Source: an optimization exercise on an open RTL-to-GDS flow (aim: small area). Production flows keep margins and buffers that such runs may drop.
At most, simulation tests tie the RTL to the original design; equivalence was not proved.
Power figures rest on the tool's default switching activity, not on a simulated workload.

## JK
// necir_core
module necir_core #(
    parameter [7:0] DEV_ADDR       = 8'h00,
    parameter [7:0] CMD_POWER_ON   = 8'h08,
    parameter [7:0] CMD_POWER_OFF  = 8'h09,
    parameter [7:0] CMD_MODE_COOL  = 8'h30,
    parameter [7:0] CMD_MODE_HEAT  = 8'h31,
    parameter [7:0] CMD_MODE_FAN   = 8'h32,
    parameter [7:0] CMD_MODE_DRY   = 8'h33,
    parameter [7:0] CMD_MODE_AUTO  = 8'h34,
    parameter [7:0] TEMP_BASE      = 8'h10,
    parameter [7:0] CMD_FAN_LOW    = 8'h40,
    parameter [7:0] CMD_FAN_MEDIUM = 8'h41,
    parameter [7:0] CMD_FAN_HIGH   = 8'h42,
    parameter [7:0] CMD_FAN_AUTO   = 8'h43
) (
    input             clk,
    input             rst_n,        
    input             soft_rst,     
    input             bus_req,
    input             bus_we,
    input      [1:0]  bus_size,     
    input      [11:0] bus_addr,
    input      [31:0] bus_wdata,
    output            bus_ack,
    output            bus_err,
    output reg [31:0] bus_rdata,
    output reg        tx_call,      
    output            tx_send,      
    output     [15:0] tx_freq,
    output     [15:0] tx_duty,
    output            tx_pvalid,    
    output     [15:0] tx_pdata,
    input             tx_pready,
    input             tx_rvalid,
    input             tx_rerr,
    input      [7:0]  tx_rcode
);
    localparam [15:0] T_HDR_MARK   = 16'd9000;
    localparam [15:0] T_HDR_SPACE  = 16'd4500;
    localparam [15:0] T_BIT_MARK   = 16'd560;
    localparam [15:0] T_ONE_SPACE  = 16'd1690;
  ...
Size: roughly 2000 cells after synthesis, roughly 29000 um2 of cells after synthesis.
export LEC_CHECK = 0
export CAP_MARGIN = 20
export CORE_MARGIN = 2
export CORE_UTILIZATION = 60
export SLEW_MARGIN = 20
create_clock -name core_clock -period 10.0 [get_ports {clk}]
standard.sh (not shown) runs the stock make flow with config.mk's settings and CLKGATE_MAP_FILE= SYNTH_SCRIPT=/design/flow/synth_recipe.tcl, a recipe that flattens the netlist after the stock synthesis.
==> flow/flow/run.sh <==
#!/bin/bash
# Standard ORFS layout; CTS with one clock buffer size, larger sink clusters and no dummy
# loads; the smallest buffer on the ports. Output goes to standard.log.
set -euo pipefail
export CTS_ARGS="-sink_clustering_enable -repair_clock_nets -dont_use_dummy_load -buf_list {sky130_fd_sc_hd__clkbuf_8} -sink_clustering_size 20 -sink_clustering_max_diameter 50"
export BUFFER_PORTS_ARGS="-buffer_cell sky130_fd_sc_hd__buf_1"
bash standard.sh > standard.log 2>&1
Setup changes, JK to PW
-- flow/design.v --
<<< JK, line 214
                                (~bus_we & (~in_ring | hit)) |
                                (wr & (is_pulse ? hit : (ra != 3'd0) | cmd_done)));
    always @(*) begin
        bus_rdata = 32'h0;
        if (~is_reg) begin
            bus_rdata = {16'h0, head};
        end else begin
            case (ra)
                3'd0: bus_rdata = {head1, head};
                3'd1: bus_rdata = {20'h0, 1'b0, err, 2'b00, txstate, drain, carrier_on, frame_ready, busy};
                3'd2: bus_rdata = {15'h0, pair_valid, head};
                3'd3: bus_rdata = {~head[15:8], head[15:8], ~head[7:0], head[7:0]} & {32{pair_valid}};
                3'd4: bus_rdata = rxword;
                3'd5: bus_rdata = {12'h0, rx_aok & rx_cok, rx_fmt, rx_cok, rx_aok, head};
                3'd6: bus_rdata = {22'h0, hw_step, hw_code} & {32{hw_rec & ~busy}};
                3'd7: bus_rdata = {CARRIER_DUTY, CARRIER_HZ};
            endcase
        end
    end
    wire s_wlo  = ~zflag & (wr_pulse | (tail & (ptr == E_CMD_LO)));
>>> PW, line 214
                                (~bus_we & (~in_ring | hit)) |
                                (wr & (is_pulse ? hit : (ra != 3'd0) | cmd_done)));
    wire r_head  = ~is_reg | (ra == 3'd0) | (ra == 3'd2) | (ra == 3'd5);    
    wire r_fw    = is_reg & (ra == 3'd3);
    wire r_cmd   = is_reg & (ra == 3'd0);
    wire r_stat  = is_reg & (ra == 3'd1);
    wire r_pair  = is_reg & (ra == 3'd2);
    wire r_rxw   = is_reg & (ra == 3'd4);
    wire r_rxr   = is_reg & (ra == 3'd5);
    wire r_hw    = is_reg & (ra == 3'd6) & hw_rec & ~busy;
    wire r_car   = is_reg & (ra == 3'd7);
    wire r_fwinv = r_fw & pair_valid;
    wire [31:0] status = {20'h0, 1'b0, err, 2'b00, txstate, drain, carrier_on, frame_ready, busy};
    always @(*) begin
        bus_rdata = ({32{r_rxw}}  & rxword) |
                    ({32{r_stat}} & status) |
                    ({32{r_hw}}   & {22'h0, hw_step, hw_code}) |
                    ({32{r_car}}  & {CARRIER_DUTY, CARRIER_HZ}) |
                    ({32{r_cmd}}  & {head1, 16'h0}) |
                    ({32{r_pair}} & {15'h0, pair_valid, 16'h0}) |
                    ({32{r_rxr}}  & {12'h0, rx_aok & rx_cok, rx_fmt, rx_cok, rx_aok, 16'h0}) |
                    ({32{r_head}} & {16'h0, head}) |
                    ({32{r_fw}}   & {8'h0, head[15:8], 8'h0, head[7:0]}) |
                    ({32{r_fwinv}} & {~head[15:8], 8'h0, ~head[7:0], 8'h0});
    end
    wire s_wlo  = ~zflag & (wr_pulse | (tail & (ptr == E_CMD_LO)));
==> comparison <==
Per the comparison of PW with JK, share of synthesized cell area in full adder, half adder and majority cells flat, setup slack saw an increase, power consumption now sits at about the same level.
JK → PW: cell area after layout shows a reduction of 0.76%, global-route wire length before repair shows a reduction of about 6%, number of antenna violations at the first check in global routing shows an increase of 4.
The RTL of JK was laid out without a check of its function.

re-timing with driven ports:
How much do the figures lean on ideal ports? The routed layouts below were timed once more, with nothing changed but the port constraints.
Step 1 sets driving cells, clkbuf_16 on the clock port and buf_2 on the other inputs (assumed; they add their load-dependent delay and slew).
Step 2, shift: input delay + t, output delay - t, t = (earliest + latest rising clock arrival at the registers) / 2. This alone moves slack from input paths to output paths.
Three values: no drivers, after step 1, after step 2; two values: the first two.
run	t (ns)	setup slack, ns	worst hold slack (ns)
JK	0.682	2.575 / 2.550 / 2.550	0.238 / 0.238 / 0.238
PW	0.683	2.929 / 2.910 / 2.910	0.273 / 0.273 / 0.273
After both steps setup and hold are still met in every run listed. For JK, which loses most, drivers alone change the setup slack by -0.025 ns; drivers and shift together by -0.025 ns.
